What follows belongs to an exercise in optimizing a design on an open flow for small area, a short achievable clock period and few clock cycles per item; a production flow would make more cautious choices. At most, simulation tests tie the RTL to the original design; equivalence was not proved.

==> run F: inputs <==
## fft_butterfly
module fft_butterfly (
    input  wire        clk,
    input  wire        rst,
    input  wire        in_valid,
    output wire        in_ready,
    input  wire [31:0] ur,
    input  wire [31:0] ui,
    input  wire [31:0] vr,
    input  wire [31:0] vi,
    input  wire [31:0] wr,
    input  wire [31:0] wi,
    output reg         out_valid,
    output reg  [31:0] our,
    output reg  [31:0] oui,
    output reg  [31:0] ovr,
    output reg  [31:0] ovi
);
export LEC_CHECK = 0
export CAP_MARGIN = 20
export CORE_MARGIN = 2
export CORE_UTILIZATION = 40
export SETUP_SLACK_MARGIN = 0.5
export SLEW_MARGIN = 20
create_clock -name core_clock -period 20.0 [get_ports {clk}]
standard.sh (not shown) runs the stock make flow with config.mk's settings and CLKGATE_MAP_FILE= SYNTH_SCRIPT=/design/flow/synth_recipe.tcl, a recipe that flattens the netlist after the stock synthesis.
==> flow/flow/run.sh <==
#!/bin/bash
# The standard layout, with every port buffered by a buf_4 instead of the
# flow's default port buffer (a delay cell).  The make run's full output goes
# to flow_make.log in the folder this runs in.
set -euo pipefail
export BUFFER_PORTS_ARGS="-buffer_cell sky130_fd_sc_hd__buf_4"
bash standard.sh > flow_make.log 2>&1
==> inputs of run H, as changes to run F <==
--- a/flow/design.v
+++ b/flow/design.v
@@ -143,16 +143,37 @@
     input  wire [35:0] b,
     input  wire        c12,
     output wire [25:0] n
 );
     wire c22;
     pfx_gt #(.W(11), .L(4)) u_lo (.a({a[9:0], c12}), .b({~b[9:0], 1'b0}), .gt(c22));
-    wire [25:0] s0, s1;
-    wire c0, c1;
-    pfx_add #(.W(26), .L(5)) u_h0 (.a(a[35:10]), .b(b[35:10]), .ci(1'b0), .s(s0), .co(c0));
-    pfx_add #(.W(26), .L(5)) u_h1 (.a(a[35:10]), .b(b[35:10]), .ci(1'b1), .s(s1), .co(c1));
+    localparam W = 26;
+    localparam L = 5;
+    wire [W-1:0] ah = a[35:10];
+    wire [W-1:0] bh = b[35:10];
+    wire [W-1:0] p0 = ah ^ bh;
+    wire [W*(L+1)-1:0] g, p;
+    assign g[W-1:0] = ah & bh;
+    assign p[W-1:0] = p0;
+    genvar l, i;
+    generate for (l = 0; l < L; l = l + 1) begin : lv
+        for (i = 0; i < W; i = i + 1) begin : bt
+            if (((i >> l) & 1) == 1) begin : comb
+                localparam integer J = ((i >> l) << l) - 1;
+                assign g[W*(l+1)+i] = g[W*l+i] | (p[W*l+i] & g[W*l+J]);
+                assign p[W*(l+1)+i] = p[W*l+i] & p[W*l+J];
+            end else begin : pass
+                assign g[W*(l+1)+i] = g[W*l+i];
+                assign p[W*(l+1)+i] = p[W*l+i];
+            end
+        end
+    end endgenerate
+    wire [W-1:0] gg = g[W*L +: W];
+    wire [W-1:0] pp = p[W*L +: W];
+    wire [W-1:0] s0 = p0 ^ {gg[W-2:0], 1'b0};
+    wire [W-1:0] s1 = p0 ^ {gg[W-2:0] | pp[W-2:0], 1'b1};
     assign n = c22 ? s1 : s0;
 endmodule
 module fp_mul_round (
     input  wire [25:0] n,
     input  wire [9:0]  eab,
     input  wire        st,
@@ -1800,15 +1821,62 @@
 module shr27s (
     input  wire [26:0] x,
     input  wire [4:0]  sh,
     output wire [26:0] y
 );
     wire [26:0] xs = x >> sh;
-    wire        st = |(x & ~({27{1'b1}} << sh));
+    wire [26:0] xr;
+    genvar i;
+    generate for (i = 0; i < 27; i = i + 1) begin : rv
+        assign xr[i] = x[26-i];
+    end endgenerate
+    wire [4:0] tz;
+    lzc27 u_tz (.x(xr), .lz(tz));
+    wire       st = (tz != 5'd27) & (sh > tz);
     assign y = {xs[26:1], xs[0] | st};
 endmodule
+module shr27k (
+    input  wire [26:0] x,
+    input  wire [4:0]  sh,
+    input  wire        kill,
+    output wire [26:0] y
+);
+    wire [26:0] xs;
+    shr27s u_sh (.x(x), .sh(sh), .y(xs));
+    assign y = kill ? {26'd0, |x} : xs;
+endmodule
+module sub_cla #(parameter W = 8) (
+    input  wire [W-1:0] a,
+    input  wire [W-1:0] b,
+    output wire [W-1:0] d,
+    output wire         ge
+);
+    wire [W-1:0] g = a & ~b;             
+    wire [W-1:0] t = a | ~b;             
+    reg  [W:0]   c;
+    reg          term;
+    integer i, j, k;
+    always @* begin
+        c[0] = 1'b1;
+        for (i = 1; i <= W; i = i + 1) begin
+            c[i] = 1'b0;
+            for (j = i - 1; j >= 0; j = j - 1) begin
+                term = g[j];
+                for (k = j + 1; k < i; k = k + 1)
+                    term = term & t[k];
+                c[i] = c[i] | term;
+            end
+            term = 1'b1;
+            for (k = 0; k < i; k = k + 1)
+                term = term & t[k];
+            c[i] = c[i] | term;
+        end
+    end
+    assign d  = a ^ ~b ^ c[W-1:0];
+    assign ge = c[W];
+endmodule
 module fp_padd_front (
     input  wire        a_s, input wire [8:0] a_e, input wire a_h, input wire [22:0] a_f,
     input  wire        a_i, input wire       a_n,
     input  wire        b_s, input wire [8:0] b_e, input wire b_h, input wire [22:0] b_f,
     input  wire        b_i, input wire       b_n,
     input  wire        sub,
@@ -1822,22 +1890,21 @@
     output wire        inf,
     output wire        inf_s
 );
     wire bs = b_s ^ sub;
     wire gt;                             
     pfx_gt #(.W(33), .L(6)) u_cmp (.a({b_e, b_h, b_f}), .b({a_e, a_h, a_f}), .gt(gt));
-    wire [9:0] dab, dba;
-    wire       cab, cba;
-    pfx_add #(.W(10), .L(4)) u_dab (.a({1'b0, a_e}), .b(~{1'b0, b_e}), .ci(1'b1), .s(dab), .co(cab));
-    pfx_add #(.W(10), .L(4)) u_dba (.a({1'b0, b_e}), .b(~{1'b0, a_e}), .ci(1'b1), .s(dba), .co(cba));
-    wire       ge  = ~dab[9];            
-    wire [4:0] s_ab = dab[9:5] != 0 ? 5'd31 : dab[4:0];
-    wire [4:0] s_ba = dba[9:5] != 0 ? 5'd31 : dba[4:0];
+    wire [8:0] dab, dba;
+    wire       ge, geb;                  
+    sub_cla #(.W(9)) u_dab (.a(a_e), .b(b_e), .d(dab), .ge(ge));
+    sub_cla #(.W(9)) u_dba (.a(b_e), .b(a_e), .d(dba), .ge(geb));
     wire [26:0] ma_al, mb_al;
-    shr27s u_sa (.x({a_h, a_f, 3'b000}), .sh(s_ba & {5{~ge}}), .y(ma_al));
-    shr27s u_sb (.x({b_h, b_f, 3'b000}), .sh(s_ab & {5{ge}}),  .y(mb_al));
+    shr27k u_sa (.x({a_h, a_f, 3'b000}), .sh(dba[4:0] & {5{~ge}}),
+                 .kill(~ge & (dba[8:5] != 4'd0)), .y(ma_al));
+    shr27k u_sb (.x({b_h, b_f, 3'b000}), .sh(dab[4:0] & {5{ge}}),
+                 .kill(ge & (dab[8:5] != 4'd0)), .y(mb_al));
     assign mx_al = gt ? mb_al : ma_al;
     assign mz_al = gt ? ma_al : mb_al;
     wire [8:0] exm = (ge ? a_e : b_e) - 9'd64;
     assign fr      = exm[7:0];
     assign sign    = gt ? bs : a_s;
     assign eff_sub = a_s ^ bs;
@@ -1845,34 +1912,33 @@
     assign nan     = a_n | b_n | (a_i & b_i & (a_s != bs));
     assign inf     = a_i | b_i;
     assign inf_s   = a_i ? a_s : bs;
 endmodule
 module fp_pair_front (
     input  wire [31:0] u,
+    input  wire        u_nz,             
     input  wire [31:0] t,
+    input  wire        t_nz,
     output wire [26:0] mx,
     output wire [26:0] mz_al,
     output wire [7:0]  fr,
     output wire        x_is_u
 );
     wire gt;                             
     pfx_gt #(.W(31), .L(5)) u_cmp (.a(t[30:0]), .b(u[30:0]), .gt(gt));
-    wire       u_nz = u[30:23] != 8'h00;
-    wire       t_nz = t[30:23] != 8'h00;
     wire [7:0] eu = {u[30:24], u[23] | ~u_nz};
     wire [7:0] et = {t[30:24], t[23] | ~t_nz};
-    wire [8:0] dut, dtu;
-    wire       cut, ctu;
-    pfx_add #(.W(9), .L(4)) u_dut (.a({1'b0, eu}), .b(~{1'b0, et}), .ci(1'b1), .s(dut), .co(cut));
-    pfx_add #(.W(9), .L(4)) u_dtu (.a({1'b0, et}), .b(~{1'b0, eu}), .ci(1'b1), .s(dtu), .co(ctu));
-    wire       ge  = ~dut[8];            
-    wire [4:0] s_ut = dut[8:5] != 0 ? 5'd31 : dut[4:0];
-    wire [4:0] s_tu = dtu[8:5] != 0 ? 5'd31 : dtu[4:0];
+    wire [7:0] dut, dtu;
+    wire       ge, get;                  
+    sub_cla #(.W(8)) u_dut (.a(eu), .b(et), .d(dut), .ge(ge));
+    sub_cla #(.W(8)) u_dtu (.a(et), .b(eu), .d(dtu), .ge(get));
     wire [26:0] mu_al, mt_al;
-    shr27s u_su (.x({u_nz, u[22:0], 3'b000}), .sh(s_tu & {5{~ge}}), .y(mu_al));
-    shr27s u_st (.x({t_nz, t[22:0], 3'b000}), .sh(s_ut & {5{ge}}),  .y(mt_al));
+    shr27k u_su (.x({u_nz, u[22:0], 3'b000}), .sh(dtu[4:0] & {5{~ge}}),
+                 .kill(~ge & (dtu[7:5] != 3'd0)), .y(mu_al));
+    shr27k u_st (.x({t_nz, t[22:0], 3'b000}), .sh(dut[4:0] & {5{ge}}),
+                 .kill(ge & (dut[7:5] != 3'd0)), .y(mt_al));
     assign mx     = gt ? mt_al : mu_al;
     assign mz_al  = gt ? mu_al : mt_al;
     assign fr     = ge ? eu : et;
     assign x_is_u = ~gt;
 endmodule
 module fft_butterfly (
@@ -1892,13 +1958,14 @@
     output reg  [31:0] ovr,
     output reg  [31:0] ovi
 );
     localparam [31:0] QNAN = 32'h7FC00000;
     integer k;
     genvar gi;
-    reg         rdy;
+    reg         rdy;                     
+    reg         slow;                    
     reg         s0_valid;
     reg  [31:0] s0_ur, s0_ui;
     reg  [3:0]  s0_s;
     reg  [35:0] s0_e;
     reg  [95:0] s0_m;
     wire        front_idle;              
@@ -1912,32 +1979,35 @@
         assign small_in[gi] = ~x[30] & ~x[29] & (x[28:0] != 29'd0);
         assign op_shift[gi] = ~m[23] & (m[22:0] != 23'd0);
     end endgenerate
     wire s0_ok = ~(|op_shift);
     always @(posedge clk) begin
         for (k = 0; k < 4; k = k + 1) begin
-            if (rdy) begin
+            if (~slow) begin
                 s0_s[k]          <= op_in[32*k+31];
                 s0_e[9*k +: 9]   <= {1'b0, op_in[32*k+24 +: 7], op_in[32*k+23] | op_ez[k]};
                 s0_m[24*k +: 24] <= {~op_ez[k], op_in[32*k +: 23]};
             end else if (op_shift[k]) begin
                 s0_e[9*k +: 9]   <= s0_e[9*k +: 9] - 9'd1;
                 s0_m[24*k +: 24] <= {s0_m[24*k +: 23], 1'b0};
             end
         end
         if (rst) begin
             rdy      <= 1'b1;
+            slow     <= 1'b0;
             s0_valid <= 1'b0;
-        end else if (rdy) begin
+        end else if (~slow) begin
             rdy      <= ~(|small_in);
+            slow     <= |small_in;
             s0_valid <= in_valid;
         end else begin
             rdy      <= front_idle;
+            slow     <= ~front_idle;
             s0_valid <= s0_valid & ~s0_ok;
         end
-        if (rdy) begin
+        if (~slow) begin
             s0_ur   <= ur;
             s0_ui   <= ui;
         end
     end
     wire [3:0]  op_z, op_i, op_n;
     wire [95:0] op_tz;
@@ -2039,18 +2109,18 @@
                     sp_eab[10*k +: 10] <= sp_eab[10*k +: 10] + 10'd1;
                 end
         end else begin
             sp_n    <= p_n;
             sp_eab  <= s1_eab;
             sp_st   <= s1_st22;
-            sp_s    <= s1_s;
-            sp_n_   <= s1_n;
-            sp_i    <= s1_i;
-            sp_ur   <= s1_ur;
-            sp_ui   <= s1_ui;
         end
+        sp_s    <= s1_s;
+        sp_n_   <= s1_n;
+        sp_i    <= s1_i;
+        sp_ur   <= s1_ur;
+        sp_ui   <= s1_ui;
     end
     wire [35:0] b_e;
     wire [91:0] b_f;
     wire [3:0]  b_h, b_i;
     generate for (gi = 0; gi < 4; gi = gi + 1) begin : g_pb
         wire ovf;
@@ -2152,25 +2222,28 @@
         assign d_t[32*gi +: 32] = s4_nan[gi] ? QNAN :
                                   s4_inf[gi] ? {s4_infs[gi], 8'hFF, 23'd0} : y;
     end endgenerate
     reg         s5_valid;
     reg  [63:0] s5_t;
     reg  [31:0] s5_ur, s5_ui;
+    reg  [1:0]  s5_tnz, s5_unz;
     always @(posedge clk) begin
         s5_valid <= ~rst & s4_valid;
         s5_t     <= d_t;
+        s5_tnz   <= {d_t[62:55] != 8'h00, d_t[30:23] != 8'h00};
+        s5_unz   <= {s4_ui[30:23] != 8'h00, s4_ur[30:23] != 8'h00};
         s5_ur    <= s4_ur;
         s5_ui    <= s4_ui;
     end
     wire [53:0] e_mx, e_mz;
     wire [15:0] e_fr;
     wire [1:0]  e_xu, e_su, e_st, e_an, e_ai, e_ais, e_dn, e_di, e_dis;
     generate for (gi = 0; gi < 2; gi = gi + 1) begin : g_pe
         wire [31:0] u = (gi == 0) ? s5_ur : s5_ui;
         wire [31:0] t = s5_t[32*gi +: 32];
-        fp_pair_front u_front (.u(u), .t(t), .mx(e_mx[27*gi +: 27]), .mz_al(e_mz[27*gi +: 27]),
+        fp_pair_front u_front (.u(u), .u_nz(s5_unz[gi]), .t(t), .t_nz(s5_tnz[gi]), .mx(e_mx[27*gi +: 27]), .mz_al(e_mz[27*gi +: 27]),
                                .fr(e_fr[8*gi +: 8]), .x_is_u(e_xu[gi]));
         wire u255 = u[30:23] == 8'hFF;
         wire t255 = t[30:23] == 8'hFF;
         wire nu = u255 & (u[22:0] != 23'd0);
         wire nt = t255 & (t[22:0] != 23'd0);
         wire iu = u255 & (u[22:0] == 23'd0);
--- a/flow/config.mk
+++ b/flow/config.mk
@@ -4,9 +4,9 @@
 export VERILOG_FILES = /design/flow/design.v
 export SDC_FILE = /design/flow/constraint.sdc
 export NUM_CORES = 8
 export LEC_CHECK = 0
 export CAP_MARGIN = 20
 export CORE_MARGIN = 2
-export CORE_UTILIZATION = 40
+export CORE_UTILIZATION = 55
 export SETUP_SLACK_MARGIN = 0.5
 export SLEW_MARGIN = 20
==> comparison table <==
Share of the final layout cell area in sequential cells: run F 0.2447; run H 0.2419
Nets in the synthesized netlist: run F 20640; run H 21060
Routed wire length on met3: run F 45.28 mm; run H 50.63 mm
Core Rows: run F 234; run H 200
TritonCTS buffer count: run F 227; run H 219
Slew of the pin with the lowest slew margin: run F 1237 ps; run H 1173 ps
Result of the run: run F timing/DRC/antenna clean; run H timing/DRC/antenna clean
Syn. warnings: run F 1; run H 3
Buffers & Inverters on Critical Path: run F 3; run H 1
Post-synthesis adder-cell area fraction: run F 0.1979; run H 0.1946
Clk cell area share: run F 0.04449; run H 0.04404
Number of clock sinks: run F 1961; run H 1966
Wire length of the first global-routing pass: run F 855.6 mm; run H 849.2 mm
Die ar.: run F 412000 µm²; run H 302900 µm²
Reg area: run F 43470 µm²; run H 42810 µm²
Gate count of the mapped netlist: run F 18550; run H 18970
Share of synthesized cell area in and, or, nand and nor gates: run F 0.1345; run H 0.1398
GR met3 Demand/Resource: run F 0.04568; run H 0.06654
GR Util All Layers: run F 0.2645; run H 0.3624
Area used by multi-input combinational logic: run F 108900 µm²; run H 110600 µm²
Core region area: run F 405800 µm²; run H 297000 µm²
Layout clock buffers: run F 290; run H 289
Placed Instance Area: run F 169700 µm²; run H 169100 µm²
Total number of tap cells: run F 5428; run H 3939
Most numerous cell in the Yosys netlist: run F sky130_fd_sc_hd__nand2_1; run H sky130_fd_sc_hd__dfxtp_1
Testbench counts of run F, summed over its fixed seeds: cycles 32,080, items 32,000.
Only the layout flow was run in run H; the RTL was not checked for function there.

-- what the ideal ports hide --
How much do the figures lean on ideal ports? The routed layouts below were timed once more, with nothing changed but the port constraints.
Step 1 assumes that a clkbuf_16 drives the clock port and a buf_2 every other input.
Step 2 moves the port delays by t, midway between the first and last clock arrival at a register: inputs arrive t later, outputs are due t later. That takes back most of the time a late clock gives input paths.
Three values: ideal ports, drivers, drivers and shift; two values: the first two.
| run | t (ns) | setup slack, ns | worst slew at a driven data input, ns |
|---|---|---|---|
| run F | 1.055 | 13.773 / 13.773 / 13.167 | 0.10 |
| run H | 1.047 | 14.382 / 14.262 / 14.018 | 0.11 |
After both steps setup and hold are still met in every run listed. The setup slack of run F, which loses most, moves by 0.000 ns with the drivers and by -0.606 ns with both steps.
